Context: an optimization exercise on an open-source flow, tuned for small area, a short achievable clock period and few clock cycles. The choices shown serve that exercise and are no tape-out recipe. RTL that was checked went through simulation tests only; none was proved equivalent to the original. For runs 1 to 3, only the layout was checked, not whether the RTL still works. Power is estimated from default activity; no workload was simulated.

### flow/design.v
module cpu4 (
    input  wire       clk,
    input  wire       rst,         
    output wire [7:0] rom_addr,
    input  wire [7:0] rom_data,
    input  wire       img_we,
    input  wire [3:0] img_addr,
    input  wire [3:0] img_data,
    input  wire       in_valid,
    input  wire [3:0] in_data,
    input  wire [3:0] sw_toggle,
    output wire       out_valid,
    output wire [3:0] out_data,
    output wire [3:0] led,
    output wire [3:0] sw,
    output wire       waiting,
    output wire       halted
);
    reg  [7:0] pc;
    reg  [7:0] ir;            
    reg        iv;            
    reg  [3:0] opv;           
    reg        c_sta;         
    reg        c_stai;        
    reg        c_push;        
    reg        clr_p;         
    reg        jp;            
    reg  [3:0] acc;
    reg        zf, cf;
    reg  [3:0] spm;           
    reg        s_empty;       
    reg        s_full;        
    reg  [3:0] ram   [0:15];
    reg  [7:0] stack [0:15];  
    reg  [3:0] led_r;
    reg  [3:0] sw_r;
    reg        wt;            
    reg        ht;            
    reg        ov;            
    wire [3:0] op = ir[7:4];
    wire [3:0] n  = ir[3:0];
    wire       e_ext  = (op == 4'hF);
    wire       e_rst  = iv & e_ext & (n == 4'h1);
    wire       e_pop  = iv & e_ext & (n == 4'h5) & ~s_empty;
    wire       e_ret  = iv & e_ext & (n == 4'h6) & ~s_empty;    
    wire       e_push = iv & c_push & ~s_full;
    wire       e_zmod = (op == 4'h1) | (op == 4'h2) | (op == 4'h4) | (op == 4'h5) |
                        (op == 4'h6) | (op == 4'h7) | (op == 4'h8) | (op == 4'h9) |
                        (ir == 8'hF3);
    wire       e_cmod = (op == 4'h4) | (op == 4'h5);
    wire       e_stk  = (op == 4'hE) | (ir == 8'hF4) | (ir == 8'hF5) | (ir == 8'hF6);
    wire       kill   = iv & ((ir == 8'h1E) | (ir == 8'hF0) | (ir == 8'hF1));
    wire [7:0] stk_top = stack[spm];
    wire [3:0] ram_ind = ram[opv];
    wire [4:0] sum     = {1'b0, acc} + {1'b0, opv};
    wire [4:0] diff    = {1'b0, acc} - {1'b0, opv};
    wire [3:0] negacc  = 4'd0 - acc;
    wire [7:0] pc_inc  = pc + 8'd1;
    wire [7:0] pc_inc2 = pc + 8'd2;
    wire       opv_z   = (opv == 4'd0);
    wire       acc_z   = (acc == 4'd0);
    wire       eq      = (opv == acc);
    reg  [3:0] acc_e;
    reg        zf_e, cf_e;
    always @(*) begin
        acc_e = acc;
        zf_e  = zf;
        cf_e  = cf;
        case (op)
        4'h1: begin acc_e = opv; zf_e = opv_z; end
        4'h2: begin acc_e = n; zf_e = (n == 4'd0); end
        4'h4: begin acc_e = sum[3:0]; cf_e = sum[4]; zf_e = (opv == negacc); end
        4'h5: begin acc_e = diff[3:0]; cf_e = diff[4]; zf_e = eq; end
        4'h6: begin acc_e = acc & opv; zf_e = ((acc & opv) == 4'd0); end
        4'h7: begin acc_e = acc | opv; zf_e = acc_z & opv_z; end
        4'h8: begin acc_e = acc ^ opv; zf_e = eq; end
        4'h9: begin acc_e = ram_ind; zf_e = (ram_ind == 4'd0); end
        4'hF: begin
            case (n)
            4'h1: begin acc_e = 4'd0; zf_e = 1'b0; cf_e = 1'b0; end
            4'h3: begin acc_e = ~acc; zf_e = (acc == 4'hF); end
            4'h5: if (!s_empty) acc_e = stk_top[3:0];
            default: ;
            endcase
        end
        default: ;
        endcase
    end
    wire       ram_clr = rst | clr_p;
    wire [3:0] ram_wd  = ram_clr ? 4'd0 : img_we ? img_data : wt ? in_data : acc;
    integer i;
    always @(posedge clk) begin
        for (i = 0; i < 16; i = i + 1)
            if (ram_clr || (img_we && img_addr == i) || (wt && in_valid && i == 14) ||
                (iv && c_sta && n == i) || (iv && c_stai && opv == i))
                ram[i] <= ram_wd;
    end
    wire [7:0] stk_wd = (op == 4'hE) ? pc_inc : {4'd0, acc};
    always @(posedge clk) begin
        for (i = 0; i < 16; i = i + 1)
            if (e_push && spm == ((i + 15) % 16))
                stack[i] <= stk_wd;
    end
    wire [3:0] f_op  = rom_data[7:4];
    wire [3:0] f_n   = rom_data[3:0];
    wire       f_ret = (rom_data == 8'hF6);
    wire       f_br  = ~jp & iv & (((f_op == 4'hC) & e_zmod) | ((f_op == 4'hD) & e_cmod) |
                                   (f_ret & e_stk));
    wire       f_go  = ~kill & ~ht & ~wt & ~img_we & ~clr_p & ~f_br;
    wire       f_fwd = iv & ((c_sta & (n == f_n)) | (c_stai & (opv == f_n)));
    wire [3:0] f_opv = f_fwd ? acc : ram[f_n];
    always @(posedge clk) begin
        ir     <= rom_data;
        opv    <= f_opv;
        c_sta  <= (f_op == 4'h3);
        c_stai <= (f_op == 4'hA);
        c_push <= (f_op == 4'hE) | (rom_data == 8'hF4);
    end
    always @(posedge clk) begin
        if (rst) begin
            pc      <= 8'd0;
            iv      <= 1'b0;
            jp      <= 1'b0;
            acc     <= 4'd0;
            zf      <= 1'b0;
            cf      <= 1'b0;
            spm     <= 4'd15;
            s_empty <= 1'b1;
            s_full  <= 1'b0;
            led_r   <= 4'd0;
            wt      <= 1'b0;
            ht      <= 1'b0;
            ov      <= 1'b0;
            clr_p   <= 1'b0;
        end else begin
            clr_p <= e_rst;
            ov <= iv & (ir == 8'hF2);
            if (iv) begin
                acc <= acc_e;
                zf  <= zf_e;
                cf  <= cf_e;
            end else if (wt && in_valid) begin
                acc <= in_data;
                zf  <= (in_data == 4'd0);
                wt  <= 1'b0;
            end
            if (iv && ir == 8'h1E) wt <= 1'b1;
            if (iv && ir == 8'hF0) ht <= 1'b1;
            if (iv && c_sta && n == 4'd15) led_r <= acc;
            if (e_push) begin
                spm     <= spm + 4'd1;
                s_empty <= 1'b0;
                s_full  <= (spm == 4'd14);
            end
            if (e_pop || e_ret) begin
                spm     <= spm - 4'd1;
                s_full  <= 1'b0;
                s_empty <= (spm == 4'd0);
            end
            if (e_rst) begin
                spm     <= 4'd15;
                s_empty <= 1'b1;
                s_full  <= 1'b0;
                led_r   <= 4'd0;
            end
            if (e_rst) pc <= 8'd0;
            iv <= 1'b0;
            if (f_go) begin
                if (jp) begin
                    pc <= rom_data;
                    jp <= 1'b0;
                end else begin
                    case (f_op)
                    4'hB: begin
                        pc <= pc_inc;
                        jp <= 1'b1;
                    end
                    4'hC: begin
                        if (zf) begin pc <= pc_inc; jp <= 1'b1; end
                        else pc <= pc_inc2;
                    end
                    4'hD: begin
                        if (cf) begin pc <= pc_inc; jp <= 1'b1; end
                        else pc <= pc_inc2;
                    end
                    default: begin
                        pc     <= (f_ret && !s_empty) ? stk_top : pc_inc;
                        jp     <= (f_op == 4'hE);
                        iv     <= 1'b1;
                    end
                    endcase
                end
            end
        end
    end
    always @(posedge clk) begin
        if (rst)
            sw_r <= 4'd0;
        else
            sw_r <= sw_r ^ sw_toggle;
    end
    assign rom_addr  = pc;
    assign out_valid = ov;
    assign out_data  = acc;
    assign led       = led_r;
    assign sw        = sw_r;
    assign waiting   = wt;
    assign halted    = ht;
endmodule
### flow/config.mk
export PLATFORM = sky130hd
export DESIGN_NAME = cpu4
export DESIGN_NICKNAME = cpu4
export VERILOG_FILES = /design/flow/design.v
export SDC_FILE = /design/flow/constraint.sdc
export NUM_CORES = 4
export LEC_CHECK = 0
export ABC_CLOCK_PERIOD_IN_PS = 2200
export CAP_MARGIN = 20
export CORE_MARGIN = 2
export CORE_UTILIZATION = 40
export CTS_BUF_LIST = sky130_fd_sc_hd__clkbuf_16
export CTS_CLUSTER_DIAMETER = 80
export CTS_CLUSTER_SIZE = 22
export SETUP_SLACK_MARGIN = 2.6
export SLEW_MARGIN = 20
### flow/standard.sh
#!/bin/bash
# synth_recipe.tcl (not shown) runs the flow's synth.tcl, then flattens the netlist and writes it again
# the make line also repeats each setting of config.mk as NAME=value (left out here)
make -C /OpenROAD-flow-scripts/flow DESIGN_CONFIG=/design/flow/config.mk WORK_HOME=/design/flow/orfs CLKGATE_MAP_FILE= SYNTH_SCRIPT=/design/flow/synth_recipe.tcl "${@:-finish}"
### flow/constraint.sdc
create_clock -name core_clock -period 5.0 [get_ports {clk}]
set_input_delay 1.0000 -clock core_clock [delete_from_list [all_inputs] [get_ports {clk}]]
set_output_delay 1.0000 -clock core_clock [all_outputs]
set_load 0.01 [all_outputs]
### flow/flow/run.sh
#!/bin/bash
# The standard layout (standard.sh: the standard flow's synthesis and ORFS flow, unchanged),
# with the ports buffered by sky130_fd_sc_hd__buf_2 instead of the cell
# buffer_ports picks by default. Every port still gets its own buffer.
set -euo pipefail
export BUFFER_PORTS_ARGS="-buffer_cell sky130_fd_sc_hd__buf_2"
bash standard.sh finish > standard.log 2>&1
==> results.py, run 1 <==
metrics = {
    "outcome": {
        "run_status": "timing/DRC/antenna clean",
    },
    "run": {
        "maxCapViolCount": 0,
    },
    "final_layout": {
        "final_util_pct": 47.5,
        "layout.cells.non_filler": 1587,
        "layout-area-overhead-vs-synth_pct": 16.2,
        "diodes": 0,
        "layout.nets": 1232,
        "layout_commonest_cell": "edfxtp_1",
        "final_cell_mix": "edfxtp_1 (192), nand2_1 (72), nor2_1 (66)",
        "layout-drive-gt1-share_pct": 23.2,
    },
    "global_route": {
        "overflow": 0,
        "antenna_found_initial": 0,
        "first_global_vias": 9486,
        "grt_usage_pct": 23.6,
        "grt_pass1_wl_um": 60100,
        "grt_start_max_net_pins": 45,
    },
    "floorplan": {
        "fp.dieH_um": 181,
        "coreArea_um2": 30800,
        "dieArea_um2": 32900,
        "rows": 64,
        "io_pins": 51,
        "fp.dieW_um": 181,
        "start_util_pct": 40.8,
    },
    "placed_design": {
        "portBuffers": 50,
        "place_hpwl_um": 25800,
        "gp_congestion": 0.922,
        "pre_cts_ws_ps": 1460,
        "placedCellCount": 1511,
    },
    "clocking": {
        "clk_pin_slew_worst_paths_ps": 90,
        "numCtsBuffers": 17,
        "h-tree-depth": 1,
        "insertion_delay_ps": 520,
        "cts_buffer_depth": 3,
        "cts.sinks": 241,
        "cts-root-buf": "clkbuf_16",
        "tritoncts": "done",
    },
    "worst_setup_path": {
        "critical_path_required_ps": 5360,
        "cp_max_fo": 12,
        "startpoint_type": "flop",
        "cp-end-kind": "flop",
        "critical_path_class": "flop to flop",
        "cp.arrival_ps": 2860,
    },
    "route": {
        "drt-initial-drc-count": 1266,
        "drc": 0,
        "wl_um": 40000,
        "wl_per_cell_um": 25.2,
        "ant_nets": 0,
        "firstDrtPassIters": 6,
        "viasPerCell": 6.37,
        "vias": 10100,
    },
    "sta": {
        "finalSetupViolCount": 0,
        "slew_headroom_pct": 27.7,
        "clock_skew_ps": 27.1,
        "timing.final.ws_setup_ps": 2510,
        "rsz0062_at_grt": "true",
        "hold_viol_final": 0,
        "final.min_clock_period_ps": 2490,
        "slew_viol_final": 0,
        "worst_pin_slew_ps": 1080,
        "setup-tns-final_ps": 0,
        "timing.fmax_ghz": 0.401,
        "finalCritPeriodShare_pct": 49.8,
    },
    "min_path": {
        "min_path_type": "flop to flop",
    },
    "synth": {
        "synth_top_flop_cell": "edfxtp_1",
        "avgSynthCellArea_um2": 11.1,
        "yosysSeqAreaShare_pct": 53.6,
        "synth_top_area_share_pct": 45.8,
        "synth_top_area_cell": "edfxtp_1",
        "synth_nets": 1187,
        "netlist_area_um2": 12600,
        "synth-edff-count": 192,
        "synth_cells": 1136,
        "async_flop_share_pct": 0,
        "yosys-top-cells-area": "edfxtp_1 (46%), dfxtp_1 (7.8%), nor2_1 (2.3%)",
        "yosys_warnings": 3,
        "ys_seq_elements": 241,
        "ys_types": 83,
    },
    "pwr": {
        "total_power_mw": 4.36,
        "seq_power_share_pct": 52.5,
        "p_switching_mw": 1.24,
        "p_leak_nw": 5.10,
        "irDropWorstVdd_v": 0.000209,
        "clkPwrFrac_pct": 32.8,
        "power.density_nw_per_um2": 298,
        "comb_power_share_pct": 14.6,
        "switching_share_pct": 28.5,
        "p_int_mw": 3.12,
    },
}
flip-flops by register name, indices dropped and copies added, names as in the netlist, 4 cells and up:
| name | count |
|---|---|
| acc | 4 |
| ir | 8 |
| led_r | 4 |
| opv | 4 |
| pc | 8 |
| ram | 64 |
| spm | 4 |
| stack | 128 |
| sw_r | 4 |
critical path, cell delays in order (launching register included):
cell	delay [ps]
dfxtp_4	410
inv_4	60
ha_4	170
buf_12	120
buf_6	160
a222oi_1	400
a21oi_1	150
a22oi_2	260
nor2_2	130
a2111oi_2	370
a211oi_1	120
final timing paths:
kind	start	endpoint	slack [ps]	cells after the start
worst max-delay path	spm[1]$_SDFFE_PP1P_	acc[2]$_SDFFE_PP0P_	2510	10
worst min-delay path	led_r[1]$_SDFFE_PP0P_	led_r[1]$_SDFFE_PP0P_	490	2
worst max register to register	spm[1]$_SDFFE_PP1P_	acc[2]$_SDFFE_PP0P_	2510	10
worst min register to register	led_r[1]$_SDFFE_PP0P_	led_r[1]$_SDFFE_PP0P_	490	2
metal layers:
| layer | part of all wire, % | GRT usage (%) |
|---|---|---|
| met5 | 0 | 0 |
| met4 | 2.6 | 6.18 |
| met3 | 8.2 | 3.71 |
| met2 | 44 | 35.9 |
| met1 | 45 | 35.2 |
layout make-up:
type	count	area [um2]
multi-input cells	781	5770
clock inverters	12	103
fillers	2751	16200
well taps	396	495
clock buffers	17	425
repair buffers	114	937
inverters	26	116
flip-flops and latches	241	6790
power by group through the flow:
stage / Sequential (mW) / Combinational, mW / Clock (mW)
floorplan: 2.30 / 0.404 / 0
global placement: 2.33 / 0.560 / 0
detailed placement: 2.33 / 0.561 / 0
CTS: 2.29 / 0.595 / 1.45
global route: 2.30 / 0.679 / 1.52
finish: 2.29 / 0.637 / 1.43
Yosys cell counts (all sizes together), types with 7 or more instances:
library cell	count
a211oi	13
a21o	8
a21oi	55
a221o	7
a221oi	15
a222oi	11
a22oi	34
a31oi	19
a32o	8
a32oi	10
and2	11
and3	21
buf	46
clkbuf	42
dfxtp	49
edfxtp	192
ha	21
inv	22
mux2	19
mux2i	25
mux4	8
nand2	72
nand2b	17
nand3	54
nand3b	9
nand4	11
nor2	76
nor2b	21
nor3	31
nor4	9
o211ai	11
o21a	7
o21ai	38
o21bai	7
o221ai	7
or3	9
xnor2	17
xor2	12
metrics by stage:
stage | hold WS [ps] | area [um2]
floorplan | 472 | 12700
global placement | 470 | 13100
detailed placement | 481 | 13100
CTS | 502 | 14200
global route | 529 | 14600
finish | 492 | 14600
what timing repair did:
| action | CTS | global route |
|---|---|---|
| hold buffers | 0 | 0 |
| pin swaps | 20 | 32 |
| setup endpoints to repair | 291 | 213 |
| setup buffers | 20 | 23 |
| cloned | 2 | 1 |
| gates resized for setup | 92 | 57 |
cells by family (layout without fill, tap and decap cells):
family	Yosys count	in the layout	share of synthesized area (%)
xor+xnor	29	29	2.02
compound gates	306	306	17.6
buf+inv	114	169	3.85
flops	241	241	53.6
mux	52	52	5.12
simple gates	370	370	15.3
fa+ha+maj	24	24	2.48
==> inputs of run 2 (changes only) <==
--- a/flow/design.v
+++ b/flow/design.v
@@ -24,8 +24,14 @@
     reg        c_stai;        
     reg        c_push;        
+    reg        c_zmod;        
+    reg        c_cmod;        
+    reg        c_kill;        
+    reg        c_stk;         
     reg        clr_p;         
     reg        jp;            
     reg  [3:0] acc;
-    reg        zf, cf;
+    reg        zs;            
+    reg        zsave;         
+    reg        cf;
     reg  [3:0] spm;           
     reg        s_empty;       
@@ -45,40 +51,33 @@
     wire       e_ret  = iv & e_ext & (n == 4'h6) & ~s_empty;    
     wire       e_push = iv & c_push & ~s_full;
-    wire       e_zmod = (op == 4'h1) | (op == 4'h2) | (op == 4'h4) | (op == 4'h5) |
-                        (op == 4'h6) | (op == 4'h7) | (op == 4'h8) | (op == 4'h9) |
-                        (ir == 8'hF3);
-    wire       e_cmod = (op == 4'h4) | (op == 4'h5);
-    wire       e_stk  = (op == 4'hE) | (ir == 8'hF4) | (ir == 8'hF5) | (ir == 8'hF6);
-    wire       kill   = iv & ((ir == 8'h1E) | (ir == 8'hF0) | (ir == 8'hF1));
+    wire       kill   = iv & c_kill;
     wire [7:0] stk_top = stack[spm];
     wire [3:0] ram_ind = ram[opv];
     wire [4:0] sum     = {1'b0, acc} + {1'b0, opv};
     wire [4:0] diff    = {1'b0, acc} - {1'b0, opv};
-    wire [3:0] negacc  = 4'd0 - acc;
     wire [7:0] pc_inc  = pc + 8'd1;
     wire [7:0] pc_inc2 = pc + 8'd2;
-    wire       opv_z   = (opv == 4'd0);
-    wire       acc_z   = (acc == 4'd0);
-    wire       eq      = (opv == acc);
+    wire       zf      = zs ? (acc == 4'd0) : zsave;
     reg  [3:0] acc_e;
-    reg        zf_e, cf_e;
+    reg        zs_e, zsave_e, cf_e;
     always @(*) begin
-        acc_e = acc;
-        zf_e  = zf;
-        cf_e  = cf;
+        acc_e   = acc;
+        zs_e    = zs;
+        zsave_e = zsave;
+        cf_e    = cf;
         case (op)
-        4'h1: begin acc_e = opv; zf_e = opv_z; end
-        4'h2: begin acc_e = n; zf_e = (n == 4'd0); end
-        4'h4: begin acc_e = sum[3:0]; cf_e = sum[4]; zf_e = (opv == negacc); end
-        4'h5: begin acc_e = diff[3:0]; cf_e = diff[4]; zf_e = eq; end
-        4'h6: begin acc_e = acc & opv; zf_e = ((acc & opv) == 4'd0); end
-        4'h7: begin acc_e = acc | opv; zf_e = acc_z & opv_z; end
-        4'h8: begin acc_e = acc ^ opv; zf_e = eq; end
-        4'h9: begin acc_e = ram_ind; zf_e = (ram_ind == 4'd0); end
+        4'h1: begin acc_e = opv; zs_e = 1'b1; end
+        4'h2: begin acc_e = n; zs_e = 1'b1; end
+        4'h4: begin acc_e = sum[3:0]; cf_e = sum[4]; zs_e = 1'b1; end
+        4'h5: begin acc_e = diff[3:0]; cf_e = diff[4]; zs_e = 1'b1; end
+        4'h6: begin acc_e = acc & opv; zs_e = 1'b1; end
+        4'h7: begin acc_e = acc | opv; zs_e = 1'b1; end
+        4'h8: begin acc_e = acc ^ opv; zs_e = 1'b1; end
+        4'h9: begin acc_e = ram_ind; zs_e = 1'b1; end
         4'hF: begin
             case (n)
-            4'h1: begin acc_e = 4'd0; zf_e = 1'b0; cf_e = 1'b0; end
-            4'h3: begin acc_e = ~acc; zf_e = (acc == 4'hF); end
-            4'h5: if (!s_empty) acc_e = stk_top[3:0];
+            4'h1: begin acc_e = 4'd0; zs_e = 1'b0; zsave_e = 1'b0; cf_e = 1'b0; end
+            4'h3: begin acc_e = ~acc; zs_e = 1'b1; end
+            4'h5: if (!s_empty) begin acc_e = stk_top[3:0]; zs_e = 1'b0; zsave_e = zf; end
             default: ;
             endcase
@@ -105,9 +104,15 @@
     wire [3:0] f_n   = rom_data[3:0];
     wire       f_ret = (rom_data == 8'hF6);
-    wire       f_br  = ~jp & iv & (((f_op == 4'hC) & e_zmod) | ((f_op == 4'hD) & e_cmod) |
-                                   (f_ret & e_stk));
+    wire       f_br  = ~jp & iv & (((f_op == 4'hC) & c_zmod) | ((f_op == 4'hD) & c_cmod) |
+                                   (f_ret & c_stk));
     wire       f_go  = ~kill & ~ht & ~wt & ~img_we & ~clr_p & ~f_br;
     wire       f_fwd = iv & ((c_sta & (n == f_n)) | (c_stai & (opv == f_n)));
     wire [3:0] f_opv = f_fwd ? acc : ram[f_n];
+    wire       d_zmod = (f_op == 4'h1) | (f_op == 4'h2) | (f_op == 4'h4) | (f_op == 4'h5) |
+                        (f_op == 4'h6) | (f_op == 4'h7) | (f_op == 4'h8) | (f_op == 4'h9) |
+                        (rom_data == 8'hF3);
+    wire       d_cmod = (f_op == 4'h4) | (f_op == 4'h5);
+    wire       d_kill = (rom_data == 8'h1E) | (rom_data == 8'hF0) | (rom_data == 8'hF1);
+    wire       d_stk  = (f_op == 4'hE) | (rom_data == 8'hF4) | (rom_data == 8'hF5) | f_ret;
     always @(posedge clk) begin
         ir     <= rom_data;
@@ -116,4 +121,8 @@
         c_stai <= (f_op == 4'hA);
         c_push <= (f_op == 4'hE) | (rom_data == 8'hF4);
+        c_zmod <= d_zmod;
+        c_cmod <= d_cmod;
+        c_kill <= d_kill;
+        c_stk  <= d_stk;
     end
     always @(posedge clk) begin
@@ -123,5 +132,6 @@
             jp      <= 1'b0;
             acc     <= 4'd0;
-            zf      <= 1'b0;
+            zs      <= 1'b0;
+            zsave   <= 1'b0;
             cf      <= 1'b0;
             spm     <= 4'd15;
@@ -137,10 +147,11 @@
             ov <= iv & (ir == 8'hF2);
             if (iv) begin
-                acc <= acc_e;
-                zf  <= zf_e;
-                cf  <= cf_e;
+                acc   <= acc_e;
+                zs    <= zs_e;
+                zsave <= zsave_e;
+                cf    <= cf_e;
             end else if (wt && in_valid) begin
                 acc <= in_data;
-                zf  <= (in_data == 4'd0);
+                zs  <= 1'b1;
                 wt  <= 1'b0;
             end
==> run 2 against run 1 <==
  * Via count up 1.3%
  * Area after synthesis rose by 0.34%
  * Worst hold slack worse by 20 ps
  * Combinational power decreased by 11%
  * Fmax is 2.0% higher
  * Clock skew is 9.7 ps higher
  * Critical path depth fell by 1
  * Clock power increased by 6%
  * Sequential power is essentially flat
  * Synthesized cell count grew 2.8%
  * Total power is 0.96% higher
  * Critical path type unchanged
  * Critical endpoint is now pc[3]$_SDFFE_PP0P_
  * Largest cell class unchanged
  * Highest routed layer unchanged
==> results.py, run 2 <==
metrics = {
    "worst_setup_path": {
        "critPathTopFamily": "simple AND/OR/NAND/NOR gates",
        "critical_path_class": "flop to flop",
        "reg2reg_slack_ps": 2560,
        "critical_path_required_ps": 5400,
        "worstPathCellList": "buf_4 > ha_4 > buf_12 > or3_4 > or2_4 > o21ai_1 > a21oi_2 > a2111oi_2 > a211oi_1",
        "worst_r2r_endpoint": "pc[3]$_SDFFE_PP0P_",
        "cp_num_cells": 9,
        "crit_buf_inv": 2,
        "worst_setup_path_endpoint": "pc[3]$_SDFFE_PP0P_",
        "cp_max_fo": 9,
        "slowest_delay_ps": 420,
        "rr_worst_depth": 9,
        "cp.arrival_ps": 2840,
        "slowest_stage": "or3_4",
        "startpoint_type": "flop",
        "cp-end-kind": "flop",
        "crit_path_start": "spm[0]$_SDFFE_PP1P_",
        "r2r-start": "spm[0]$_SDFFE_PP1P_",
    },
    "sta": {
        "finalSetupViolCount": 0,
        "final.min_clock_period_ps": 2440,
        "hold_viol_final": 0,
        "rsz0062_at_grt": "true",
        "timing.fmax_ghz": 0.409,
        "slew_viol_final": 0,
        "setup-tns-final_ps": 0,
        "timing.final.ws_setup_ps": 2560,
        "clock_skew_ps": 36.8,
        "slew_headroom_pct": 45.7,
        "worst_pin_slew_ps": 815,
        "finalCritPeriodShare_pct": 48.9,
        "holdWs_ps": 472,
    },
    "synth": {
        "yosys_warnings": 3,
        "synth_top_flop_cell": "edfxtp_1",
        "synth_cells": 1168,
        "async_flop_share_pct": 0,
        "ys_seq_elements": 246,
        "netlist_area_um2": 12600,
        "synth-edff-count": 192,
        "synth_top_area_share_pct": 45.6,
        "synth_nets": 1217,
        "avgSynthCellArea_um2": 10.8,
        "synthTopCellsByCount": "edfxtp_1 (192), nand2_1 (98), nor2_1 (89), a21oi_1 (59), dfxtp_1 (54)",
        "yosysSeqAreaShare_pct": 54.2,
        "synth_top_area_cell": "edfxtp_1",
        "yosys-top-cells-area": "edfxtp_1 (46%), dfxtp_1 (8.6%), nand2_1 (2.9%)",
        "yosysMostFrequentCell": "edfxtp_1",
        "ys_types": 83,
    },
    "pwr": {
        "p_leak_nw": 5.15,
        "power.density_nw_per_um2": 300,
        "irDropWorstVdd_v": 0.000225,
    },
    "route": {
        "wl_per_cell_um": 24.9,
        "drt-initial-drc-count": 1319,
        "vias": 10200,
        "firstDrtPassIters": 5,
        "viasPerCell": 6.24,
        "wl_um": 40900,
        "ant_nets": 0,
        "drc": 0,
    },
    "floorplan": {
        "fp.dieW_um": 182,
        "rows": 65,
        "start_util_pct": 40.4,
        "coreArea_um2": 31300,
        "io_pins": 51,
        "fp.dieH_um": 182,
        "dieArea_um2": 33000,
    },
    "final_layout": {
        "layout.cells.non_filler": 1639,
        "largest_reg_flops": 128,
        "layout-drive-gt1-share_pct": 21.6,
        "layout_commonest_cell": "edfxtp_1",
        "layout.nets": 1275,
        "reg_top3": "stack (128), ram (64)",
        "layout-area-overhead-vs-synth_pct": 16.3,
        "regMostFlops": "stack",
        "final_cell_mix": "edfxtp_1 (192), nand2_1 (98), nor2_1 (64)",
        "diodes": 0,
    },
    "run": {
        "maxCapViolCount": 0,
    },
    "min_path": {
        "min_path_type": "flop to flop",
    },
    "global_route": {
        "busiest_layer": "met1",
        "grt_usage_pct": 23.8,
        "grt_pass1_wl_um": 59800,
        "overflow": 0,
        "grt_use_met2_pct": 35.9,
        "first_global_vias": 9283,
        "globalRouteMet3Util_pct": 2.65,
        "groute.layer.met1.usage_pct": 36.2,
        "antenna_found_initial": 0,
        "grt_start_max_net_pins": 34,
    },
    "clocking": {
        "h-tree-depth": 1,
        "insertion_delay_ps": 520,
        "clk_pin_slew_worst_paths_ps": 90,
        "cts_buffer_depth": 3,
        "cts-root-buf": "clkbuf_16",
        "cts.sinks": 246,
        "tritoncts": "done",
        "numCtsBuffers": 18,
    },
    "placed_design": {
        "pre_cts_ws_ps": 1690,
        "portBuffers": 50,
        "placedCellCount": 1559,
        "gp_congestion": 0.950,
        "place_hpwl_um": 27500,
    },
    "outcome": {
        "run_status": "timing/DRC/antenna clean",
    },
}
run 2: kinds of logic (layout without fill, tap and decap cells):
group	after synthesis	after routing	synth area share, %
muxes	54	54	4.79
adders and majority gates	21	21	2.20
and+or+nand+nor	386	386	15.3
DFF	246	246	54.2
AOI/OAI and AO/OA	320	321	17.8
buffers and inverters	115	183	3.91
xor gates and xnor gates	26	26	1.80
run 2: worst min path at each step:
stage                         start              end  slack [ps]  depth (start not counted)
global placement    ht$_SDFFE_PP0P_  ht$_SDFFE_PP0P_         450                          2
CTS                 ht$_SDFFE_PP0P_  ht$_SDFFE_PP0P_         480                          2
global route        ht$_SDFFE_PP0P_  ht$_SDFFE_PP0P_         500                          2
detailed placement  ht$_SDFFE_PP0P_  ht$_SDFFE_PP0P_         470                          2
finish              ht$_SDFFE_PP0P_  ht$_SDFFE_PP0P_         470                          2
floorplan           zs$_SDFFE_PP0P_  zs$_SDFFE_PP0P_         460                          2
run 2: power by group:
part / switching [mW] / internal [mW]
Sequential: 0.0697 / 2.25
Clock: 0.789 / 0.728
Combinational: 0.358 / 0.206
run 2: worst min-delay path: stages (launching register included):
cell and delay, ps:
dfxtp_1 330, inv_1 50, a21oi_1 50
run 2: area by class of cell:
| cell class | count | area (um2) |
|---|---|---|
| Clock buffer | 19 | 475 |
| Clock inverter | 12 | 111 |
| Fill cell | 2878 | 16600 |
| Inverter | 28 | 116 |
| Multi-Input combinational cell | 808 | 5660 |
| Sequential cell | 246 | 6880 |
| Tap cell | 402 | 503 |
| Timing Repair Buffer | 124 | 953 |
run 2: through the flow:
step / instance area (um2) / utilization, % / total power, mW
6_report: 14700 / 46.9 / 4.40
3_5_place_dp: 13200 / 42.2 / 2.87
4_1_cts: 14000 / 44.8 / 4.37
3_3_place_gp: 13200 / 42.2 / 2.87
5_1_grt: 14700 / 46.9 / 4.53
2_1_floorplan: 12600 / - / 2.68
run 2: timing repair:
item / 4_1_cts / 5_1_grt
hold buffers: 0 / 0
resized for setup: 59 / 77
endpoints found under the setup margin: 217 / 123
buffers inserted: 7 / 39
pin swaps: 3 / 34
cloned: 0 / 3
run 2: metal layers:
| layer | vias to the layer above | share of wire, % | wire [um] |
|---|---|---|---|
| li1 | 4608 | - | - |
| met1 | 5066 | 46 | 18800 |
| met2 | 508 | 44 | 18100 |
| met3 | 53 | 7.5 | 3080 |
| met4 | 0 | 2.2 | 910 |
| met5 | - | 0 | 0 |
==> inputs of run 3 (changes only) <==
--- a/flow/config.mk
+++ b/flow/config.mk
@@ -6,5 +6,4 @@
 export NUM_CORES = 4
 export LEC_CHECK = 0
-export ABC_CLOCK_PERIOD_IN_PS = 2200
 export CAP_MARGIN = 20
 export CORE_MARGIN = 2
@@ -13,4 +12,4 @@
 export CTS_CLUSTER_DIAMETER = 80
 export CTS_CLUSTER_SIZE = 22
-export SETUP_SLACK_MARGIN = 2.6
+export SETUP_SLACK_MARGIN = 2.75
 export SLEW_MARGIN = 20
==> run 3 against run 2 <==
  * Clock power fell by 3%
  * Clock skew rose by 8.5 ps
  * Sequential power barely moved
  * Synthesized cell count did not move
  * Critical path depth rose by 2
  * Utilization rose by 1.6 points
  * Register-to-register slack improved by 20 ps
  * Area after synthesis did not move
  * Combinational power rose by 1%
  * Total power fell by 0.64%
  * Highest routed layer unchanged
==> results.py, run 3 <==
metrics = {
    "synth": {
        "yosys-top-cells-area": "edfxtp_1 (46%), dfxtp_1 (8.6%), nand2_1 (2.9%)",
        "synth_top_area_share_pct": 45.6,
        "synth_cells": 1168,
        "yosysSeqAreaShare_pct": 54.2,
        "synth-edff-count": 192,
        "async_flop_share_pct": 0,
        "yosysMostFrequentCell": "edfxtp_1",
        "yosys_warnings": 3,
        "avgSynthCellArea_um2": 10.8,
        "ys_types": 83,
        "ys_seq_elements": 246,
        "synth_top_area_cell": "edfxtp_1",
        "synth_top_flop_cell": "edfxtp_1",
        "netlist_area_um2": 12600,
        "synthTopCellsByCount": "edfxtp_1 (192), nand2_1 (98), nor2_1 (89), a21oi_1 (59), dfxtp_1 (54)",
        "synth_nets": 1217,
    },
    "clocking": {
        "cts_buffer_depth": 3,
        "tritoncts": "done",
        "h-tree-depth": 1,
        "insertion_delay_ps": 540,
        "cts-root-buf": "clkbuf_16",
        "numCtsBuffers": 18,
        "clk_pin_slew_worst_paths_ps": 80,
        "cts.sinks": 246,
        "hold_buffers": 0,
    },
    "sta": {
        "hold_viol_final": 0,
        "setup-tns-final_ps": 0,
        "slew_viol_final": 0,
        "timing.fmax_ghz": 0.413,
        "timing.final.ws_setup_ps": 2580,
        "final.min_clock_period_ps": 2420,
        "clock_skew_ps": 45.3,
        "slew_headroom_pct": 50.1,
        "finalSetupViolCount": 0,
        "worst_pin_slew_ps": 745,
        "finalCritPeriodShare_pct": 48.5,
        "holdWs_ps": 486,
        "rsz0062_at_grt": "true",
    },
    "floorplan": {
        "start_util_pct": 40.4,
        "coreArea_um2": 31300,
        "rows": 65,
        "io_pins": 51,
        "fp.dieH_um": 182,
        "dieArea_um2": 33000,
        "fp.dieW_um": 182,
    },
    "min_path": {
        "hold_start": "led_r[1]$_SDFFE_PP0P_",
        "min_path_cells": 2,
        "min_path_type": "flop to flop",
    },
    "route": {
        "firstDrtPassIters": 7,
        "viasPerCell": 6.36,
        "drc": 0,
        "ant_nets": 0,
        "vias": 10400,
        "wl_um": 42000,
        "drt-initial-drc-count": 1568,
        "wl_per_cell_um": 25.6,
    },
    "placed_design": {
        "gp_congestion": 0.919,
        "portBuffers": 50,
        "postPlaceCellArea_um2": 13200,
        "pre_cts_ws_ps": 1690,
        "place_hpwl_um": 27100,
    },
    "worst_setup_path": {
        "r2r-start": "spm[1]$_SDFFE_PP1P_",
        "critical_path_required_ps": 5380,
        "cp_max_fo": 4,
        "cp.arrival_ps": 2800,
        "crit_path_start": "spm[1]$_SDFFE_PP1P_",
        "startpoint_type": "flop",
        "cp-end-kind": "flop",
        "rr_worst_depth": 11,
        "critical_path_class": "flop to flop",
    },
    "final_layout": {
        "diodes": 0,
        "final_cell_mix": "edfxtp_1 (192), nand2_1 (97), nor2_1 (62)",
        "largest_reg_flops": 128,
        "layout-area-overhead-vs-synth_pct": 20.3,
        "regMostFlops": "stack",
        "final_cell_area_um2": 15200,
        "layout_commonest_cell": "edfxtp_1",
        "layout.nets": 1277,
        "reg_top3": "stack (128), ram (64)",
        "layout-drive-gt1-share_pct": 24.0,
    },
    "pwr": {
        "p_leak_nw": 5.30,
        "irDropWorstVdd_v": 0.000256,
        "power.density_nw_per_um2": 288,
    },
    "global_route": {
        "overflow": 0,
        "grt_usage_pct": 24.4,
        "grt_pass1_wl_um": 61100,
        "antenna_found_initial": 0,
        "first_global_vias": 9570,
        "grt_start_max_net_pins": 36,
    },
    "run": {
        "maxCapViolCount": 0,
    },
    "outcome": {
        "run_status": "timing/DRC/antenna clean",
    },
}
[run 3: layer usage]
metal / vias up / wire length (um) / GRT usage [%]
li1: 4619 / - / -
met2: 541 / 18700 / 37.0
met1: 5182 / 18100 / 35.0
met4: 0 / 1440 / 8.33
met3: 95 / 3740 / 4.87
met5: - / 0 / 0
[run 3: critical path, stage by stage, from the launching register on]
cell	delay [ps]
dfxtp_4	370
clkinvlp_4	140
ha_4	200
buf_4	140
clkbuf_16	150
buf_4	130
a22o_1	200
o22ai_1	150
or3_1	210
a31oi_2	160
o31ai_2	320
o211ai_1	130
[run 3: layout make-up]
| cell class | instances | area [um2] |
|---|---|---|
| clock buffers | 18 | 450 |
| inverters | 28 | 114 |
| clock inverters | 12 | 121 |
| flip-flops and latches | 246 | 6890 |
| repair buffers | 126 | 1220 |
| well taps | 402 | 503 |
| multi-input cells | 808 | 5900 |
| fillers | 2800 | 16100 |
[run 3: cells by family (layout without fill, tap and decap cells)]
kind of cell    Yosys count  in the layout  share of synthesized area [%]
compound gates          320            321                           17.8
xor+xnor                 26             26                           1.80
fa+ha+maj                21             21                           2.20
buf+inv                 115            184                           3.91
flops                   246            246                           54.2
mux                      54             54                           4.79
simple gates            386            386                           15.3
[run 3: worst paths after layout]
| path | to | slack [ps] |
|---|---|---|
| setup / recovery | acc[1]$_SDFFE_PP0P_ | 2580 |
| hold / removal | led_r[1]$_SDFFE_PP0P_ | 490 |
| setup reg to reg | acc[1]$_SDFFE_PP0P_ | 2580 |
| hold reg to reg | led_r[1]$_SDFFE_PP0P_ | 490 |
[run 3: metrics by stage]
step | cells | total power, mW | utilization [%]
detailed placement | 1556 | 2.88 | 42.3
global placement | 1556 | 2.88 | 42.3
floorplan | 1168 | 2.69 | -
global route | 1640 | 4.51 | 48.5
finish | 1640 | 4.37 | 48.5
CTS | 1615 | 4.35 | 46.8
[run 3: repair_timing]
item	in CTS	in global routing
gates resized for setup	134	59
setup buffers	24	23
endpoints found under the setup margin	275	228
pin swaps	24	31
gates cloned	5	2
[run 3: where the power goes]
part	total, mW	leakage [nW]	switching, mW	internal, mW
logic	0.571	2.59	0.361	0.210
clock network	1.48	0.288	0.788	0.693
registers	2.32	2.42	0.0716	2.25
==> inputs of run 4 (changes only) <==
--- a/flow/design.v
+++ b/flow/design.v
@@ -37,6 +37,6 @@
     reg        s_empty;       
     reg        s_full;        
-    reg  [3:0] ram   [0:15];
-    reg  [7:0] stack [0:15];  
+    reg  [63:0] ram;          
+    reg  [127:0] stack;       
     reg  [3:0] led_r;
     reg  [3:0] sw_r;
@@ -52,6 +52,6 @@
     wire       e_push = iv & c_push & ~s_full;
     wire       kill   = iv & c_kill;
-    wire [7:0] stk_top = stack[spm];
-    wire [3:0] ram_ind = ram[opv];
+    wire [7:0] stk_top = stack[8*spm +: 8];
+    wire [3:0] ram_ind = ram[4*opv +: 4];
     wire [4:0] sum     = {1'b0, acc} + {1'b0, opv};
     wire [4:0] diff    = {1'b0, acc} - {1'b0, opv};
@@ -93,5 +93,5 @@
             if (ram_clr || (img_we && img_addr == i) || (wt && in_valid && i == 14) ||
                 (iv && c_sta && n == i) || (iv && c_stai && opv == i))
-                ram[i] <= ram_wd;
+                ram[4*i +: 4] <= ram_wd;
     end
     wire [7:0] stk_wd = (op == 4'hE) ? pc_inc : {4'd0, acc};
@@ -99,5 +99,5 @@
         for (i = 0; i < 16; i = i + 1)
             if (e_push && spm == ((i + 15) % 16))
-                stack[i] <= stk_wd;
+                stack[8*i +: 8] <= stk_wd;
     end
     wire [3:0] f_op  = rom_data[7:4];
@@ -108,5 +108,5 @@
     wire       f_go  = ~kill & ~ht & ~wt & ~img_we & ~clr_p & ~f_br;
     wire       f_fwd = iv & ((c_sta & (n == f_n)) | (c_stai & (opv == f_n)));
-    wire [3:0] f_opv = f_fwd ? acc : ram[f_n];
+    wire [3:0] f_opv = f_fwd ? acc : ram[4*f_n +: 4];
     wire       d_zmod = (f_op == 4'h1) | (f_op == 4'h2) | (f_op == 4'h4) | (f_op == 4'h5) |
                         (f_op == 4'h6) | (f_op == 4'h7) | (f_op == 4'h8) | (f_op == 4'h9) |
--- a/flow/config.mk
+++ b/flow/config.mk
@@ -6,4 +6,5 @@
 export NUM_CORES = 4
 export LEC_CHECK = 0
+export ABC_CLOCK_PERIOD_IN_PS = 2200
 export CAP_MARGIN = 20
 export CORE_MARGIN = 2
@@ -12,4 +13,4 @@
 export CTS_CLUSTER_DIAMETER = 80
 export CTS_CLUSTER_SIZE = 22
-export SETUP_SLACK_MARGIN = 2.75
+export SETUP_SLACK_MARGIN = 2.6
 export SLEW_MARGIN = 20
==> run 4 against run 3 <==
  * Combinational power down about 10%
  * Sequential share of layout area up 5.1 points
  * Register-to-register slack gained 100 ps
  * Setup slack better by 6.9 ps
  * Clock power fell by 9%
  * Global-route usage fell by 4.1 points
  * Count of clock-buffer cells in the layout is 1 lower
  * Non-clock buffer count shrank 50
  * Via count is 20% lower
  * Routed wire length is 23% lower
==> results.py, run 4 <==
metrics = {
    "worst_setup_path": {
        "critical_path_class": "primary input to flop",
        "critical_path_required_ps": 5430,
        "startpoint_type": "primary input",
        "cp_max_fo": 12,
        "cp.arrival_ps": 2850,
        "cp-end-kind": "flop",
    },
    "route": {
        "wl_um": 32500,
        "drt-initial-drc-count": 947,
        "firstDrtPassIters": 5,
        "viasPerCell": 6.03,
        "ant_nets": 0,
        "drc": 0,
        "wl_per_cell_um": 23.5,
        "vias": 8343,
    },
    "synth": {
        "ys_seq_elements": 246,
        "yosysSeqAreaShare_pct": 55.9,
        "ys_types": 81,
        "yosys_warnings": 1,
        "synthTopCellsByCount": "edfxtp_1 (192), nand2_1 (75), nor2_1 (73), mux4_2 (59), dfxtp_1 (54)",
        "synth_nets": 991,
        "yosys-top-cells-area": "edfxtp_1 (47%), mux4_2 (11%), dfxtp_1 (8.8%)",
        "synth_top_area_cell": "edfxtp_1",
        "avgSynthCellArea_um2": 13.0,
        "netlist_area_um2": 12300,
        "synth_top_area_share_pct": 47.0,
        "synth-edff-count": 192,
        "synth_top_flop_cell": "edfxtp_1",
        "async_flop_share_pct": 0,
        "synth_cells": 942,
        "yosysMostFrequentCell": "edfxtp_1",
    },
    "final_layout": {
        "final_util_pct": 45.0,
        "layout_commonest_cell": "edfxtp_1",
        "diodes": 0,
        "final_cell_mix": "edfxtp_1 (192), nand2_1 (75), mux4_2 (59)",
        "reg_top3": "stack (128), ram (64)",
        "layout-drive-gt1-share_pct": 23.7,
        "layout.nets": 1026,
        "largest_reg_flops": 128,
        "regMostFlops": "stack",
        "layout-area-overhead-vs-synth_pct": 11.4,
    },
    "clocking": {
        "insertion_delay_ps": 500,
        "cts-root-buf": "clkbuf_16",
        "h-tree-depth": 1,
        "hold_buffers": 0,
        "cts_buffer_depth": 3,
        "clk_pin_slew_worst_paths_ps": 100,
        "numCtsBuffers": 16,
        "cts.sinks": 246,
        "tritoncts": "done",
    },
    "min_path": {
        "min_path_type": "flop to flop",
    },
    "global_route": {
        "grt_start_max_net_pins": 30,
        "first_global_vias": 7862,
        "grt_pass1_wl_um": 48700,
        "antenna_found_initial": 1,
        "overflow": 0,
        "grt_usage_pct": 20.3,
    },
    "pwr": {
        "irDropWorstVdd_v": 0.000169,
        "power.density_nw_per_um2": 308,
        "p_leak_nw": 4.72,
    },
    "placed_design": {
        "portBuffers": 50,
        "gp_congestion": 0.929,
        "place_hpwl_um": 22400,
    },
    "sta": {
        "setup-tns-final_ps": 0,
        "timing.fmax_ghz": 0.414,
        "hold_viol_final": 0,
        "slew_viol_final": 0,
        "worst_pin_slew_ps": 954,
        "finalCritPeriodShare_pct": 48.3,
        "final.min_clock_period_ps": 2420,
        "slew_headroom_pct": 35.9,
        "clock_skew_ps": 32.2,
        "rsz0062_at_grt": "true",
        "finalSetupViolCount": 0,
    },
    "floorplan": {
        "dieArea_um2": 32100,
        "rows": 64,
        "fp.dieW_um": 179,
        "start_util_pct": 40.4,
        "coreArea_um2": 30300,
        "io_pins": 51,
        "fp.dieH_um": 179,
    },
    "outcome": {
        "run_status": "timing/DRC/antenna clean",
    },
    "run": {
        "maxCapViolCount": 0,
    },
}
-- run 4: changes by cell type in the layout (fill, tap and decap cells not counted), sizes merged, moves of 15 or more --
cell and change:
nand3 -25, a21oi -39, nor2 -15, o22ai -18, a22oi -20, mux4 +56, o21ai -21, nand2 -23
buf -45
-- run 4: worst paths after layout --
| check | from | to | slack [ps] | depth (start not counted) |
|---|---|---|---|---|
| min | cf$_SDFFE_PP0P_ | cf$_SDFFE_PP0P_ | 500 | 2 |
| max | rom_data[3] | pc[4]$_SDFFE_PP0P_ | 2580 | 6 |
| min reg2reg | cf$_SDFFE_PP0P_ | cf$_SDFFE_PP0P_ | 500 | 2 |
| max reg2reg | opv[0]$_DFF_P_ | acc[2]$_SDFFE_PP0P_ | 2680 | 6 |
-- run 4: routing by layer --
layer | up-vias | track usage (%) | wire length (um)
li1 | 3740 | - | -
met1 | 4224 | 29.4 | 14500
met2 | 306 | 31.4 | 15100
met3 | 71 | 3.03 | 1950
met4 | 2 | 6.30 | 927
met5 | - | 0 | 13
-- run 4: kinds of logic after synthesis --
| kind of cell | count (synthesis) | synth area share [%] |
|---|---|---|
| XOR/XNOR | 27 | 1.93 |
| AO/OA/AOI/OAI | 172 | 10.1 |
| flip-flops | 246 | 55.9 |
| buffers and inverters | 85 | 3.36 |
| adder cells (fa/ha/maj) | 21 | 2.27 |
| AND/OR/NAND/NOR | 293 | 12.4 |
| multiplexers | 98 | 14.1 |
-- run 4: area by class of cell --
cell class | count | area [um2]
Multi-Input combinational cell | 613 | 5200
Timing Repair Buffer | 76 | 495
Clock inverter | 11 | 72.6
Inverter | 24 | 90.1
Sequential cell | 246 | 6880
Clock buffer | 17 | 425
Tap cell | 396 | 495
Fill cell | 2748 | 16700
-- run 4: worst max-delay path, cell delays in order --
cell	delay, ps
buf_2	240
and4b_2	400
or4b_2	720
a211oi_1	250
a211oi_1	70
o21ai_0	160
-- run 4: power breakdown --
part | internal, mW | switching (mW)
Clock | 0.637 | 0.702
Sequential | 2.26 | 0.0898
Combinational | 0.216 | 0.298
-- run 4: timing repair --
item / 4_1_cts / 5_1_grt
pin swaps: 2 / 2
setup buffers: 4 / 5
endpoints found under the setup margin: 308 / 46
resized for setup: 45 / 27
cloned: 0 / 2
-- run 4: metrics by stage --
step / hold WS, ps / instance area (um2) / total power, mW / cells / worst slack (ps)
after floorplan: 460 / 12300 / 2.72 / 942 / 2520
after global placement: 473 / 12800 / 2.89 / 1344 / 1850
after detailed placement: 481 / 12800 / 2.89 / 1344 / 1790
after CTS: 502 / 13500 / 4.22 / 1376 / 2600
after global routing: 542 / 13700 / 4.36 / 1383 / 2520
final: 499 / 13700 / 4.20 / 1383 / 2580
Testbench counts of run 4, summed over its fixed seeds: cycles 119,591.
==> inputs of run 5 (changes only) <==
--- a/flow/config.mk
+++ b/flow/config.mk
@@ -6,5 +6,4 @@
 export NUM_CORES = 4
 export LEC_CHECK = 0
-export ABC_CLOCK_PERIOD_IN_PS = 2200
 export CAP_MARGIN = 20
 export CORE_MARGIN = 2
@@ -13,4 +12,4 @@
 export CTS_CLUSTER_DIAMETER = 80
 export CTS_CLUSTER_SIZE = 22
-export SETUP_SLACK_MARGIN = 2.6
+export SETUP_SLACK_MARGIN = 2.85
 export SLEW_MARGIN = 20
==> run 5 against run 4 <==
  * Still clean
  * Sequential power barely moved
  * Critical path depth stayed put
  * Sequential share of layout area shrank 3.1 points
  * Via count up 2.5%
  * Worst hold slack about the same
  * Clock skew is 9.7 ps lower
  * Total power increased by 4.1%
  * Critical path type is now flop to flop
==> results.py, run 5 <==
metrics = {
    "final_layout": {
        "layout-area-overhead-vs-synth_pct": 19.4,
        "final_util_pct": 48.2,
        "layout_commonest_cell": "edfxtp_1",
        "reg_top3": "stack (128), ram (64)",
        "layout-drive-gt1-share_pct": 32.5,
        "diodes": 0,
        "regMostFlops": "stack",
        "nFillCells": 2598,
        "final_cell_area_um2": 14600,
        "largest_reg_flops": 128,
        "final_cell_mix": "edfxtp_1 (192), nand2_1 (75), mux4_2 (59)",
        "layout.cells.non_filler": 1428,
        "layout.nets": 1070,
    },
    "min_path": {
        "hold_start": "led_r[0]$_SDFFE_PP0P_",
        "min_path_type": "flop to flop",
    },
    "synth": {
        "synthTopCellsByCount": "edfxtp_1 (192), nand2_1 (75), nor2_1 (73), mux4_2 (59), dfxtp_1 (54)",
        "synth-simple-area-share_pct": 12.4,
        "synthAdderAreaFrac_pct": 2.27,
        "netlist_area_um2": 12300,
        "muxShareOfSynthArea_pct": 14.1,
        "synth-edff-count": 192,
        "synth_top_flop_cell": "edfxtp_1",
        "synth_top_area_share_pct": 47.0,
        "yosysMostFrequentCell": "edfxtp_1",
        "synth_top_area_cell": "edfxtp_1",
        "synth_cells": 942,
        "avgSynthCellArea_um2": 13.0,
        "synth_compound_area_share_pct": 10.1,
        "yosys-top-cells-area": "edfxtp_1 (47%), mux4_2 (11%), dfxtp_1 (8.8%)",
        "yosys_warnings": 1,
        "synth_top_family_by_area": "multiplexers",
        "synth_nets": 991,
        "async_flop_share_pct": 0,
        "ys_types": 81,
        "synth_xor_area_share_pct": 1.93,
        "yosysSeqAreaShare_pct": 55.9,
        "ys_seq_elements": 246,
    },
    "worst_setup_path": {
        "crit_path_start": "spm[2]$_SDFFE_PP1P_",
        "startpoint_type": "flop",
        "cp-end-kind": "flop",
        "cp_max_fo": 7,
        "r2r-start": "spm[2]$_SDFFE_PP1P_",
        "critical_path_required_ps": 5380,
        "cp.arrival_ps": 2580,
        "critical_path_class": "flop to flop",
    },
    "route": {
        "wl_per_cell_um": 23.9,
        "viasPerCell": 5.99,
        "wl_um": 34200,
        "drt-initial-drc-count": 783,
        "ant_nets": 0,
        "vias": 8551,
        "firstDrtPassIters": 5,
        "drc": 0,
    },
    "pwr": {
        "p_leak_nw": 5.12,
        "power.density_nw_per_um2": 299,
        "irDropWorstVdd_v": 0.000198,
        "total_power_mw": 4.38,
    },
    "placed_design": {
        "postPlaceCellArea_um2": 12800,
        "portBuffers": 50,
        "pre_cts_ws_ps": 1820,
        "place_hpwl_um": 22500,
        "gp_congestion": 0.903,
        "placedCellCount": 1341,
    },
    "sta": {
        "hold_viol_final": 0,
        "final.min_clock_period_ps": 2200,
        "finalSetupViolCount": 0,
        "setup-tns-final_ps": 0,
        "clock_skew_ps": 22.5,
        "timing.final.ws_setup_ps": 2800,
        "holdWs_ps": 499,
        "rsz0062_at_grt": "true",
        "slew_viol_final": 0,
        "slew_headroom_pct": 44.3,
        "worst_pin_slew_ps": 827,
        "finalCritPeriodShare_pct": 44.0,
        "timing.fmax_ghz": 0.455,
    },
    "global_route": {
        "grt_start_max_net_pins": 30,
        "overflow": 0,
        "grt_pass1_wl_um": 49900,
        "grt_usage_pct": 20.8,
        "antenna_found_initial": 0,
        "first_global_vias": 8093,
    },
    "floorplan": {
        "io_pins": 51,
        "rows": 64,
        "dieArea_um2": 32100,
        "coreArea_um2": 30300,
        "fp.dieH_um": 179,
        "start_util_pct": 40.4,
        "fp.dieW_um": 179,
    },
    "clocking": {
        "clk_pin_slew_worst_paths_ps": 90,
        "tritoncts": "done",
        "numCtsBuffers": 17,
        "insertion_delay_ps": 510,
        "cts-root-buf": "clkbuf_16",
        "cts_buffer_depth": 3,
        "hold_buffers": 0,
        "h-tree-depth": 1,
        "cts.sinks": 246,
    },
    "outcome": {
        "run_status": "timing/DRC/antenna clean",
    },
    "run": {
        "maxCapViolCount": 0,
    },
}
run 5: cell type report:
class / instances / area (um2) / area share, %
clock buffer: 17 / 425 / 2.91
clock inverter: 13 / 108 / 0.735
inverter: 24 / 95.1 / 0.650
multi-input combinational: 612 / 5520 / 37.8
sequential: 246 / 6930 / 47.3
tap: 396 / 495 / 3.39
timing repair buffer: 120 / 1060 / 7.23
run 5: worst paths after layout:
check	to	slack [ps]	cells past startpoint
worst min-delay path	led_r[0]$_SDFFE_PP0P_	500	2
worst max register to register	acc[0]$_SDFFE_PP0P_	2800	6
worst min register to register	led_r[0]$_SDFFE_PP0P_	500	2
worst max-delay path	acc[0]$_SDFFE_PP0P_	2800	6
run 5: power breakdown:
group          internal (mW)  switching, mW  total (mW)  leakage (nW)
Clock                  0.657          0.752        1.41         0.280
Sequential              2.26         0.0754        2.34          2.32
Combinational          0.282          0.350       0.632          2.52
run 5: cells by family (layout without fill, tap and decap cells):
kind of cell,count (synthesis),count (layout)
flops,246,246
xor+xnor,27,27
fa+ha+maj,21,21
buf+inv,85,174
simple gates,293,293
mux,98,98
compound gates,172,173
run 5: per-layer routing:
layer  track usage, %  share of wire, %  vias up
met2             32.1                46      336
met4             8.74               4.1        0
met1             29.1                43     4298
li1                 -                 -     3840
met5                0                 0        -
met3             3.69               6.6       77
run 5: timing repair:
| item | in CTS | in global routing |
|---|---|---|
| buffers inserted | 24 | 30 |
| setup endpoints to repair | 377 | 172 |
| gates cloned | 1 | 2 |
| gates resized for setup | 123 | 78 |
| pin swaps | 14 | 18 |
| endpoints found under the hold margin | 0 | 0 |
run 5: critical path: stages (launching register included):
cell	delay (ps)
dfxtp_4	440
mux4_2	510
mux2_2	340
and2_1	190
nor3b_1	220
a41o_1	280
a211oi_1	90
==> inputs of run 6 (changes only) <==
--- a/flow/config.mk
+++ b/flow/config.mk
@@ -12,4 +12,4 @@
 export CTS_CLUSTER_DIAMETER = 80
 export CTS_CLUSTER_SIZE = 22
-export SETUP_SLACK_MARGIN = 2.85
+export SETUP_SLACK_MARGIN = 2.7
 export SLEW_MARGIN = 20
==> run 6 against run 5 <==
  * Largest power group unchanged
  * Critical endpoint is now pc[1]$_SDFFE_PP0P_
  * Worst hold slack improved by 8.1 ps
  * Setup slack got worse by 38 ps
  * Still clean on timing, DRC and antenna
  * First-iteration DRC count increased by 23%
  * Global-route usage down 0.34 points
  * Sequential cell count stayed put
  * Clock power about the same
  * Routed wire length down 2.5%
  * Cell count decreased by 2.1%
  * Utilization is 2.4 points lower
  * Fmax shrank 1.7%
==> results.py, run 6 <==
metrics = {
    "pwr": {
        "clkPwrFrac_pct": 32.9,
        "p_switching_mw": 1.15,
        "switching_share_pct": 26.8,
        "p_leak_nw": 4.84,
        "p_int_mw": 3.14,
        "seq_power_share_pct": 54.8,
        "comb_power_share_pct": 12.3,
        "power.density_nw_per_um2": 309,
        "irDropWorstVdd_v": 0.000221,
    },
    "synth": {
        "ys_types": 81,
        "async_flop_share_pct": 0,
        "synthTopCellsByCount": "edfxtp_1 (192), nand2_1 (75), nor2_1 (73), mux4_2 (59), dfxtp_1 (54)",
        "yosysSeqAreaShare_pct": 55.9,
        "synth-edff-count": 192,
        "netlist_area_um2": 12300,
        "synth_top_flop_cell": "edfxtp_1",
        "yosysMostFrequentCell": "edfxtp_1",
        "avgSynthCellArea_um2": 13.0,
        "yosys_warnings": 1,
        "synth_top_area_share_pct": 47.0,
        "synth_top_area_cell": "edfxtp_1",
        "synth_cells": 942,
        "ys_seq_elements": 246,
        "yosys-top-cells-area": "edfxtp_1 (47%), mux4_2 (11%), dfxtp_1 (8.8%)",
        "synth_nets": 991,
    },
    "floorplan": {
        "dieArea_um2": 32100,
        "start_util_pct": 40.4,
        "coreArea_um2": 30300,
        "fp.dieW_um": 179,
        "rows": 64,
        "fp.dieH_um": 179,
        "io_pins": 51,
    },
    "min_path": {
        "min_path_type": "flop to flop",
        "min_path_cells": 2,
    },
    "worst_setup_path": {
        "critical_path_required_ps": 5390,
        "critical_path_class": "primary input to flop",
        "rr_worst_depth": 7,
        "cp-end-kind": "flop",
        "cp_max_fo": 12,
        "startpoint_type": "primary input",
        "cp.arrival_ps": 2630,
    },
    "final_layout": {
        "layout_commonest_cell": "edfxtp_1",
        "reg_top3": "stack (128), ram (64)",
        "regMostFlops": "stack",
        "layout-drive-gt1-share_pct": 26.1,
        "final_cell_area_um2": 13900,
        "layout-area-overhead-vs-synth_pct": 13.4,
        "layout.nets": 1040,
        "largest_reg_flops": 128,
        "diodes": 0,
        "final_cell_mix": "edfxtp_1 (192), nand2_1 (75), mux4_2 (59)",
    },
    "route": {
        "firstDrtPassIters": 6,
        "drt-initial-drc-count": 967,
        "wl_per_cell_um": 23.8,
        "drc": 0,
        "vias": 8399,
        "viasPerCell": 6.01,
        "ant_nets": 0,
        "wl_um": 33300,
    },
    "clocking": {
        "cts_buffer_depth": 3,
        "clk_pin_slew_worst_paths_ps": 80,
        "cts-root-buf": "clkbuf_16",
        "insertion_delay_ps": 520,
        "h-tree-depth": 1,
        "numCtsBuffers": 17,
        "cts.sinks": 246,
        "tritoncts": "done",
    },
    "placed_design": {
        "postPlaceCellArea_um2": 12800,
        "place_hpwl_um": 22400,
        "gp_congestion": 0.922,
        "portBuffers": 50,
    },
    "global_route": {
        "grt_start_max_net_pins": 42,
        "grt_pass1_wl_um": 49100,
        "antenna_found_initial": 0,
        "first_global_vias": 7901,
        "overflow": 0,
        "grt_usage_pct": 20.5,
    },
    "sta": {
        "finalSetupViolCount": 0,
        "timing.fmax_ghz": 0.447,
        "finalCritPeriodShare_pct": 44.8,
        "clock_skew_ps": 31.0,
        "slew_viol_final": 0,
        "worst_pin_slew_ps": 872,
        "rsz0062_at_grt": "false",
        "final.min_clock_period_ps": 2240,
        "slew_headroom_pct": 41.3,
        "hold_viol_final": 0,
        "setup-tns-final_ps": 0,
    },
    "outcome": {
        "run_status": "timing/DRC/antenna clean",
    },
    "run": {
        "maxCapViolCount": 0,
    },
}
## run 6: cell counts after synthesis
No cell type changed its count.
## run 6: path summary, 6_finish.rpt
path | end | startpoint | slack, ps
setup / recovery | pc[1]$_SDFFE_PP0P_ | rom_data[3] | 2760
setup reg to reg | acc[2]$_SDFFE_PP0P_ | opv[0]$_DFF_P_ | 2770
hold reg to reg | sw_r[3]$_SDFF_PP0_ | sw_r[3]$_SDFF_PP0_ | 510
hold / removal | sw_r[3]$_SDFF_PP0_ | sw_r[3]$_SDFF_PP0_ | 510
## run 6: logic make-up after synthesis
| group | Yosys count | share of synthesized area [%] |
|---|---|---|
| compound gates | 172 | 10.1 |
| xor+xnor | 27 | 1.93 |
| fa+ha+maj | 21 | 2.27 |
| buf+inv | 85 | 3.36 |
| flops | 246 | 55.9 |
| mux | 98 | 14.1 |
| simple gates | 293 | 12.4 |
## run 6: power by group through the flow
| stage | sequential [mW] | clock (mW) | combinational [mW] |
|---|---|---|---|
| 2_1_floorplan | 2.35 | 0 | 0.376 |
| 3_3_place_gp | 2.40 | 0 | 0.490 |
| 3_5_place_dp | 2.40 | 0 | 0.492 |
| 4_1_cts | 2.35 | 1.44 | 0.509 |
| 5_1_grt | 2.36 | 1.53 | 0.570 |
| 6_report | 2.35 | 1.41 | 0.526 |
## run 6: worst max-delay path, stage by stage
cell and delay [ps]:
buf_4 190, and4b_2 350, or4b_4 530, buf_4 170, buf_4 120, a31oi_1 170, a31oi_1 100
## run 6: area by class of cell
type | instances | area [um2]
Clock inverter | 13 | 103
Fill cell | 2727 | 16500
Clock buffer | 17 | 425
Sequential cell | 246 | 6900
Multi-Input combinational cell | 612 | 5210
Tap cell | 396 | 495
Timing Repair Buffer | 90 | 673
Inverter | 24 | 90.1
## run 6: repair_timing
| action | in CTS | in global routing |
|---|---|---|
| setup endpoints to repair | 374 | 137 |
| gates resized for setup | 51 | 47 |
| endpoints found under the hold margin | 0 | 0 |
| hold buffers | 0 | 0 |
| cloned | 0 | 2 |
| buffers inserted | 10 | 12 |
| pin swaps | 4 | 4 |
## run 6: per-layer routing
layer / track usage [%] / vias to the layer above / part of all wire [%]
met5: 0 / - / 0
met4: 6.47 / 0 / 2.9
met3: 2.97 / 57 / 6.7
met2: 31.8 / 337 / 46
met1: 29.7 / 4238 / 44
li1: - / 3767 / -
## run 6: metrics by stage
stage	hold slack, ps	power, mW	std cells	utilization (%)	worst slack (ps)
floorplan	460	2.72	942	-	2520
global placement	487	2.89	1344	42.3	1860
detailed placement	487	2.89	1344	42.3	1820
CTS	514	4.30	1384	44.8	2660
global route	548	4.46	1398	45.8	2680
finish	507	4.29	1398	45.8	2760

port drivers added, routing unchanged:
The flow's constraints put no driver on any port. The routed layouts listed below were extracted and timed again, unchanged, in two steps. Step 1 sets driving cells, clkbuf_16 on the clock port and buf_2 on the other inputs (assumed; they add their load-dependent delay and slew). Step 2 adds t to the input delays and takes it off the output delays; t is the mean of the earliest and latest rising clock arrival at the registers after step 1. Input paths then give back, and output paths get back, about the clock's delay inside the block. Slacks: ideal ports / drivers / drivers and shift; pairs: ideal ports / drivers.
| run | t, ns | setup slack, ns | hold WS [ns] | worst setup path at the end | cell pins on the clock port's net |
|---|---|---|---|---|---|
| run 1 | 0.559 | 2.508 / 2.508 / 2.052 | 0.492 / 0.492 / 0.492 | input to register | 1 |
| run 2 | 0.551 | 2.556 / 2.556 / 2.092 | 0.472 / 0.472 / 0.472 | input to register | 1 |
| run 3 | 0.563 | 2.576 / 2.576 / 2.225 | 0.486 / 0.486 / 0.486 | input to register | 1 |
| run 4 | 0.536 | 2.583 / 2.614 / 2.079 | 0.499 / 0.499 / 0.499 | input to register | 1 |
| run 5 | 0.554 | 2.801 / 2.801 / 2.268 | 0.499 / 0.499 / 0.499 | input to register | 1 |
| run 6 | 0.555 | 2.762 / 2.728 / 2.236 | 0.507 / 0.507 / 0.507 | input to register | 1 |
After both steps every run listed still meets setup and hold. The setup slack of run 5, which loses most, moves by 0.000 ns with the drivers and by -0.533 ns with both steps.
